From an optimization exercise on the open Yosys and OpenROAD flow, aimed at small area, a short achievable clock period and few clock cycles per item; shortcuts taken in it are not production practice.
At most, simulation tests tie the RTL to the original design; equivalence was not proved.
Power and IR drop assume default switching activity.

## oak
Design dsk_decoder, start of the top module:
module dsk_decoder (
    input  wire         clk,
    input  wire         rst,
    input  wire         in_valid,
    output wire         in_ready,
    input  wire [183:0] in_key,
    input  wire [4:0]   in_klen,
    output reg          out_valid,
    input  wire         out_ready,
    output reg          out_sign,
    output reg  [1:0]   out_class,
    output reg  [31:0]  out_exp,
    output reg  [5:0]   out_dcnt,
    output reg  [143:0] out_digits,
    output wire [2:0]   out_status,
    output wire [4:0]   out_detail
);
clock: 25.0 ns
lec_check: 0
abc_area: 1
cap_margin: 60
core_margin: 2
core_utilization: 40
cts_buf_list: sky130_fd_sc_hd__clkbuf_16
cts_cluster_diameter: 80
cts_cluster_size: 30
place_density: 0.6
slew_margin: 60
standard.sh (not shown) runs the stock make flow with config.mk's settings and CLKGATE_MAP_FILE= SYNTH_SCRIPT=/design/flow/synth_recipe.tcl, a recipe that flattens the netlist after the stock synthesis.
==> flow/flow/run.sh <==
#!/bin/bash
# The standard layout (the standard.sh, standard synthesis included), with
# plain buffers on the ports instead of the default port buffer cell.
set -euo pipefail
bash standard.sh "BUFFER_PORTS_ARGS=-buffer_cell sky130_fd_sc_hd__buf_2" finish > standard_flow.log 2>&1
No stage failed in oak, and the final checks on the layout all came back clean.
Testbench counts of oak, summed over its fixed seeds: cycles 16,024, items 16,000.
The following lists how pine was set up differently from oak:
==> flow/flow/run.sh <==
#!/bin/bash
# The standard layout (the standard.sh, standard synthesis included), with
# plain buffers on the ports instead of the default port buffer cell.
set -euo pipefail
bash standard.sh "BUFFER_PORTS_ARGS=-buffer_cell sky130_fd_sc_hd__buf_1" finish > standard_flow.log 2>&1
diff --git a/flow/config.mk b/flow/config.mk
--- a/flow/config.mk
+++ b/flow/config.mk
@@ -9,8 +9,8 @@
 export CAP_MARGIN = 60
 export CORE_MARGIN = 2
-export CORE_UTILIZATION = 40
+export CORE_UTILIZATION = 55
 export CTS_BUF_LIST = sky130_fd_sc_hd__clkbuf_16
 export CTS_CLUSTER_DIAMETER = 80
 export CTS_CLUSTER_SIZE = 30
-export PLACE_DENSITY = 0.6
+export PLACE_DENSITY = 0.7
 export SLEW_MARGIN = 60
Notes after the runs:
Relative to oak, number of cells on the worst reg-to-reg path increased by 4 in pine.
pine vs oak, instance count: pine lower
In the reports for oak and pine, the smaller sequential share of layout area belongs to oak.
Delta (pine minus oak): post-placement cell count decreased 492, sequential group share of total power went up by 0.6 points.
The number of antenna violations at the first check in global routing number comes out higher for oak vs pine.
oak and pine ended up with nearly the same routed length per placed instance.
In pine, clock share of power is lower than in oak.
STATUS design area: pine wins against oak
In the tables for oak and pine, post-route worst setup slack reads lower with oak.
Edits applied to the flow inputs when going from pine to birch:
diff --git a/flow/config.mk b/flow/config.mk
--- a/flow/config.mk
+++ b/flow/config.mk
@@ -9,5 +9,5 @@
 export CAP_MARGIN = 60
 export CORE_MARGIN = 2
-export CORE_UTILIZATION = 55
+export CORE_UTILIZATION = 60
 export CTS_BUF_LIST = sky130_fd_sc_hd__clkbuf_16
 export CTS_CLUSTER_DIAMETER = 80
==> notes.md <==
- In the final reports, the cell area of birch is smaller than that of pine.
- The flow did not stop early for birch: all stages ran, and the layout cleared the timing, design-rule and antenna checks.
- pine → birch: portion of total power attributed to the clock network lower, total wire length lower, final clock period utilization by the worst path lower.

* * *

Setup of harbor:
Another version of the RTL of dsk_decoder (not shown whole).
Size: roughly 7,400 cells after synthesis, about 750 flip-flops.
Settings: LEC_CHECK=0, ABC_AREA=1, CAP_MARGIN=20, CORE_MARGIN=2, CORE_UTILIZATION=40, PLACE_DENSITY=0.6, SLEW_MARGIN=20; clock period 25.0 ns.
==> flow/flow/run.sh <==
#!/bin/bash
# The standard layout (the standard.sh, standard synthesis included), with
# plain buffers on the ports instead of the default port buffer cell.
set -euo pipefail
bash standard.sh "BUFFER_PORTS_ARGS=-buffer_cell sky130_fd_sc_hd__buf_2" finish > standard_flow.log 2>&1
Input-level comparison between zinc and harbor:
Settings: changing CAP_MARGIN from 20 to 60.
Findings:
Higher global-route total usage across every layer was reported by zinc, not harbor.
Taking harbor as 1.0, zinc lands at 1.8 on critical path depth.
Final critical-path share of the clock period delta for zinc relative to harbor: 1.1 points lower
From harbor to zinc the numbers moved as follows: sequential share of power lower; proportion of power drawn by the clock network grew by 0.3 points; total area of sequential cells held steady.
Inputs modified between zinc and ember:
Settings: a change of SLEW_MARGIN from 20 to 60; a change of CAP_MARGIN from 60 to 20.
## What came out
zinc reports its endpoint of the most critical setup path as out_exp[29] while ember reports out_exp[28]. The latest clock arrival within the worst-skew pair on ember is in line with that on zinc. ember -> zinc: number of sequential storage elements delta 0, exact match. What zinc reported for buffer count excluding the clock tree in the final layout has to be multiplied by 0.873 to get the figure for ember. The final layout from ember, which completed every stage, passed the timing, design-rule and antenna checks at the end of the flow.
#### Input delta (willow over ember)
Settings: SLEW_MARGIN: 60 -> 20.
==> flow/run.sh (new file) <==
#!/bin/bash
# synth_recipe.tcl (not shown) runs the flow's synth.tcl, then flattens the netlist and writes it again
# the make line also repeats each setting of config.mk as NAME=value (left out here)
make -C /OpenROAD-flow-scripts/flow DESIGN_CONFIG=/design/flow/config.mk WORK_HOME=/design/flow/orfs CLKGATE_MAP_FILE= SYNTH_SCRIPT=/design/flow/synth_recipe.tcl finish
removed: flow/flow/run.sh
removed: flow/standard.sh
## What came out
- willow: PASS, flow complete, no timing, DRC or antenna violations
- willow gives less fraction of layout instances using a drive strength above 1 than ember did.
- Count of inverters not on the clock network in the layout: ember vs willow, no meaningful difference
- Going from ember to willow, cell internal power dissipation went down about 1.6%; wire length increased 0.77%; utilization rose 0.69 points; part of the cycle the worst path needs climbed 3.5 points.
No functional check of the RTL was part of any run of this note.

what the ideal ports hide:
No port has a modelled driver above. Below, the same layouts with a new extraction and two added sets of constraints.
Step 1 assumes that a clkbuf_16 drives the clock port and a buf_2 every other input.
Step 2 adds t to the input delays and takes it off the output delays; t is the mean of the earliest and latest rising clock arrival at the registers after step 1. Input paths then give back, and output paths get back, about the clock's delay inside the block.
Three values: ideal, step 1, step 2; two values: the first two.
| run | shift t [ns] | slack for setup (ns) | hold slack, ns | worst setup path at the end | clock arrival spread, ns |
|---|---|---|---|---|---|
| oak | 0.767 | 18.676 / 18.596 / 18.552 | 0.465 / 0.465 / 0.465 | input to register | 0.054 / 0.054 |
| pine | 0.748 | 18.702 / 18.627 / 18.158 | 0.462 / 0.462 / 0.462 | input to register | 0.047 / 0.047 |
| birch | 0.681 | 18.751 / 18.681 / 18.309 | 0.466 / 0.466 / 0.466 | input to register | 0.042 / 0.042 |
| harbor | 0.778 | 17.938 / 17.938 / 17.481 | 0.447 / 0.447 / 0.447 | input to register | 0.043 / 0.044 |
| zinc | 0.788 | 18.215 / 18.215 / 17.815 | 0.448 / 0.448 / 0.448 | input to register | 0.036 / 0.037 |
| ember | 0.790 | 18.144 / 18.144 / 17.820 | 0.446 / 0.446 / 0.446 | input to register | 0.039 / 0.039 |
| willow | 0.809 | 17.267 / 17.322 / 16.513 | 0.448 / 0.448 / 0.448 | input to register | 0.048 / 0.048 |
After both steps every run listed still meets setup and hold. For willow, which loses most, drivers alone change the setup slack by +0.055 ns; drivers and shift together by -0.754 ns.
